This design comes from an exercise in tuning for small area, a short achievable clock period and few clock cycles on the open sky130 flow, not from production work.
In this exercise RTL edits were held to simulation tests only and were not proved equivalent to the original.

## build 13
Design pong_physics, start of the top module:
module pong_physics (
    input  wire        clk,
    input  wire        rst,
    input  wire        cmd_valid,
    input  wire [39:0] cmd,
    output wire        cmd_ready,
    output reg         resp_valid,
    output reg  [15:0] resp,
    input  wire        tick_req
);
For scale: about 3000 cells after synthesis, ~230 flip-flops, about 0.022 mm² of cells after synthesis.
export LEC_CHECK = 0
export ABC_AREA = 1
export CAP_MARGIN = 20
export CORE_MARGIN = 2
export CORE_UTILIZATION = 40
export CTS_CLUSTER_DIAMETER = 100
export CTS_CLUSTER_SIZE = 20
export SLEW_MARGIN = 20
create_clock -name core_clock -period 30.0 [get_ports {clk}]
standard.sh (not shown) runs the stock make flow with config.mk's settings and CLKGATE_MAP_FILE= SYNTH_SCRIPT=/design/flow/synth_recipe.tcl, a recipe that flattens the netlist after the stock synthesis.
==> flow/flow/run.sh <==
#!/bin/bash
set -euo pipefail
export BUFFER_PORTS_ARGS="-buffer_cell sky130_fd_sc_hd__buf_2"
bash standard.sh > standard.log 2>&1
Testbench counts of build 13, summed over its fixed seeds: cycles 32,694.
Setup changes, build 13 to build 57
diff --git a/flow/design.v b/flow/design.v
--- a/flow/design.v
+++ b/flow/design.v
@@ -161,38 +161,26 @@
     wire        c2   = sx[15] && !((dd[3:0] == 4'd0) && (r2 == 2'd0));
     wire [2:0]  dvkn = kk + {2'd0, c2};
     wire        vxp  = !vx[15] && (vx[14:0] != 15'd0);
     wire [15:0] dq16 = {{5{dvq[10]}}, dvq};
     wire [15:0] dk16 = {{13{dvk[2]}}, dvk};
     wire [15:0] vy1  = vy + (vxp ? dq16 : ~dq16) + (vxp ? dk16 : ~dk16) + (vxp ? 16'd0 : 16'd2);
     wire [11:0] ch3  = chain11({1'b1, ~vy1[15], vy1[14:6]});
     wire [1:0]  r3   = ch3[11:10];
     wire [9:0]  q3   = ch3[9:0] ^ 10'h200;             
     wire        c3   = vy1[15] && !((vy1[5:0] == 6'd0) && (r3 == 2'd0));
     wire [15:0] st_vy = vy1 + ~{{6{q3[9]}}, q3} + {15'd0, !c3};
-    wire [5:0]  tau  = q3[5:0] + {5'd0, c3};
-    wire [3:0]  t3h  = q3[9:6] + {3'd0, c3 && (q3[5:0] == 6'h3F)};
-    wire        lt3  = vy1[5:0] < tau;
-    wire        ne3  = vy1[5:0] != tau;
-    wire [3:0]  s3   = ~t3h + 4'd1 - {3'd0, lt3} + {3'd0, vy1[15] && ne3};
-    wire [15:0] pyb  = py + {{6{vy1[15]}}, vy1[15:6]};
-    wire [15:0] pybp16 = radd({3'd0, pyb[15:3]}, 16'd0, 1'b1);
-    wire [15:0] pybm16 = radd({3'd0, pyb[15:3]}, 16'hFFFF, 1'b0);
-    wire [12:0] pybp = pybp16[12:0];
-    wire [12:0] pybm = pybm16[12:0];
-    wire [4:0]  plo  = {2'd0, pyb[2:0]} + {s3[3], s3};
-    wire [15:0] st_py = {(plo[4] ? pybm : plo[3] ? pybp : pyb[15:3]), plo[2:0]};
+    wire [15:0] st_py = py + {{6{st_vy[15]}}, st_vy[15:6]} + {15'd0, st_vy[15] && (st_vy[5:0] != 6'd0)};
     wire [15:0] st_px = radd(px, {{6{vx[15]}}, vx[15:6]}, vx[15] && (vx[5:0] != 6'd0));
     wire        st_pb = (st_px[15:7] == 9'd1) || (st_px[15:7] == 9'd126);
-    wire        st_pw = st_px[15] || st_px[14] || (pyb[15:13] != 3'd0) ||
-                        (pyb[12:0] < 13'd3) || (pyb[12:0] > 13'd8187);
+    wire        st_pw = st_px[15] || st_px[14] || (st_py[15:13] != 3'd0);
     localparam [3:0] B_IDLE = 4'd0, B_HIT = 4'd1, B_VX = 4'd2, B_SP1 = 4'd3, B_SP2 = 4'd4,
                      B_VY3 = 4'd5, B_KICK = 4'd6, B_DIV4 = 4'd7, B_V16 = 4'd8, B_V32 = 4'd9,
                      B_W0 = 4'd10, B_W1 = 4'd11;
     wire psel  = px[13];
     wire bx1   = (px[15:7] == 9'd1);
     wire bx126 = (px[15:7] == 9'd126);
     wire [15:0] b_pos = psel ? pos1 : pos0;
     wire [15:0] b_vel = psel ? vel1 : vel0;
     wire [15:0] b_px  = psel ? {9'd125, px[6:0]} : {9'd2, px[6:0]};
     reg  [15:0] alu_a, alu_b;
     reg         alu_c;
==> run notes <==
Per the comparison of build 57 with build 13, met1 layer usage reported by global route shrank by 3.2 points; average size of a mapped cell now larger; multi-input combinational cell count went down 5.3%.
Summary of build 57 over build 13: insertion delay to the later sink of the worst-skew pair now sits at about the same level, final worst clock skew about even, site row count lower, timing-limited maximum frequency grew by about 0.36%.
The die of build 57 is smaller than the one used in build 13.
Number of fill cells in the layout, build 57 vs build 13: down by a few percent
Top layer used by detailed routing: met4 -> build 57, met5 -> build 13
Post-detailed-routing wire length, build 57 and build 13, lower one = build 57.
The count of cells along the worst hold path number comes out lower for build 57 vs build 13.
Filler-free cell count of the finished design (build 57 vs. build 13) decreases by a few percent
Testbench counts of build 57, summed over its fixed seeds: cycles 32,694.

* * *

## the previous run
pong_physics, a different RTL version from the one above (not shown whole).
Size in the first run: about 2800 cells after synthesis, roughly 62 I/O pins, roughly 20000 um2 of cells after synthesis.
==> flow/config.mk <==
export PLATFORM = sky130hd
export DESIGN_NAME = pong_physics
export DESIGN_NICKNAME = pong_physics
export VERILOG_FILES = /design/flow/design.v
export SDC_FILE = /design/flow/constraint.sdc
export NUM_CORES = 4
export LEC_CHECK = 0
export ABC_AREA = 1
export CAP_MARGIN = 20
export CORE_MARGIN = 2
export CORE_UTILIZATION = 40
export CTS_CLUSTER_DIAMETER = 100
export CTS_CLUSTER_SIZE = 20
export SLEW_MARGIN = 20
==> flow/constraint.sdc <==
create_clock -name core_clock -period 30.0 [get_ports {clk}]
set_input_delay 6.0000 -clock core_clock [delete_from_list [all_inputs] [get_ports {clk}]]
set_output_delay 6.0000 -clock core_clock [all_outputs]
set_load 0.01 [all_outputs]
Scripts as last shown in full above: flow/flow/run.sh
Testbench counts of the previous run, summed over its fixed seeds: cycles 32,694.
Inputs modified between the previous run and the current run:
--- a/flow/design.v
+++ b/flow/design.v
@@ -332,21 +332,27 @@
         else case (op)
             8'h18:   resp <= rdb_val;
             8'h21:   resp <= {{4{s_pos[15]}}, s_pos[15:4]};
             8'h28:   resp <= rdp_val;
             8'h31:   resp <= {14'd0, sc1[7], sc0[7]};
             8'h38:   resp <= {8'd0, sel ? sc1 : sc0};
             default: resp <= 16'h0000;
         endcase
         rst_q <= rst;
         vxp   <= !vx[15] && (vx[14:0] != 15'd0);
-        begin
+        if (rst) begin
+            bst        <= B_IDLE;
+            sv         <= 1'b0;
+            busy       <= 1'b1;
+            pstep      <= 1'b0;
+            resp_valid <= 1'b0;
+        end else begin
             resp_valid <= (acc_cmd && !c_bounce && !c_walls) ||
                           (bcr && ((bst == B_HIT) || (bst == B_W0)));
             sv   <= sv_n;
             bst  <= bst_n;
             busy  <= (bst_n != B_IDLE) || (want_step && !sv);
             pstep <= want_step && !sv;
             ptick <= !c_step;
             if (bst == B_IDLE) begin
                 ben <= c_bounce ? (sel ? 2'b10 : 2'b01) : 2'b11;
                 bwq <= st_pw && !c_bounce;
@@ -413,28 +419,21 @@
                     8'h30: begin
                         if (nop0) begin
                             if (sel) sc1 <= sc1i;
                             else     sc0 <= sc0i;
                         end
                     end
                     default: ;
                 endcase
             end
         end
-        if (rst || rst_q) begin
-            busy       <= 1'b1;
-            resp_valid <= 1'b0;
-        end
         if (rst_q) begin
-            bst     <= B_IDLE;
-            sv      <= 1'b0;
-            pstep   <= 1'b0;
             sc0     <= 8'h00;
             sc1     <= 8'h00;
             tick_en <= 1'b0;
         end
         if (rst_q || (acc_cmd && op == 8'h14) || hx) begin
             px   <= cserve ? 16'd16128 : 16'd256;
             vx   <= cserve ? 16'hF400 : 16'd3072;
             vy   <= 16'd0;
             spin <= 16'd0;
         end
Results
- The final layout from the current run, which completed every stage, passed the timing, DRC and antenna checks at the end of the flow.
- The current run vs the previous run — met2 wire length rose about 2.5%.
- The current run contains more vias than the previous run.
- Diff the previous run -> the current run: cell count after synthesis now larger; synthesized area has increased; actual slew at the worst max-slew pin saw a decrease.
- Number of non-clock buffers in the current run is about 2% above the previous run.
- Area fraction in and, or, nand and nor cells after synthesis (the current run over the previous run): decrease, 0.82 points
- From the previous run to the current run the numbers moved as follows: share of the clock period used by the worst path after layout now larger; design area now larger.
Testbench counts of the current run, summed over its fixed seeds: cycles 32,694.

==> what the ideal ports hide <==
In the flow no input, the clock included, has a driving cell. The finished layouts below were timed again as built, in two steps. Step 1, drivers: a clkbuf_16 drives clk and a buf_2 each remaining input, both assumed. Step 2, shift: input delay + t, output delay - t, t = (earliest + latest rising clock arrival at the registers) / 2. This alone moves slack from input paths to output paths. Three values: ideal, step 1, step 2; two values: the first two.
run	shift t [ns]	setup WS [ns]	pins driven straight from the clock port
build 13	0.590	17.470 / 17.452 / 17.452	1
build 57	0.593	17.515 / 17.495 / 17.495	1
the previous run	0.578	17.687 / 17.666 / 17.666	1
the current run	0.588	17.090 / 17.064 / 17.064	1
After both steps every run listed still meets setup and hold. The setup slack of the current run, which loses most, moves by -0.026 ns with the drivers and by -0.026 ns with both steps.
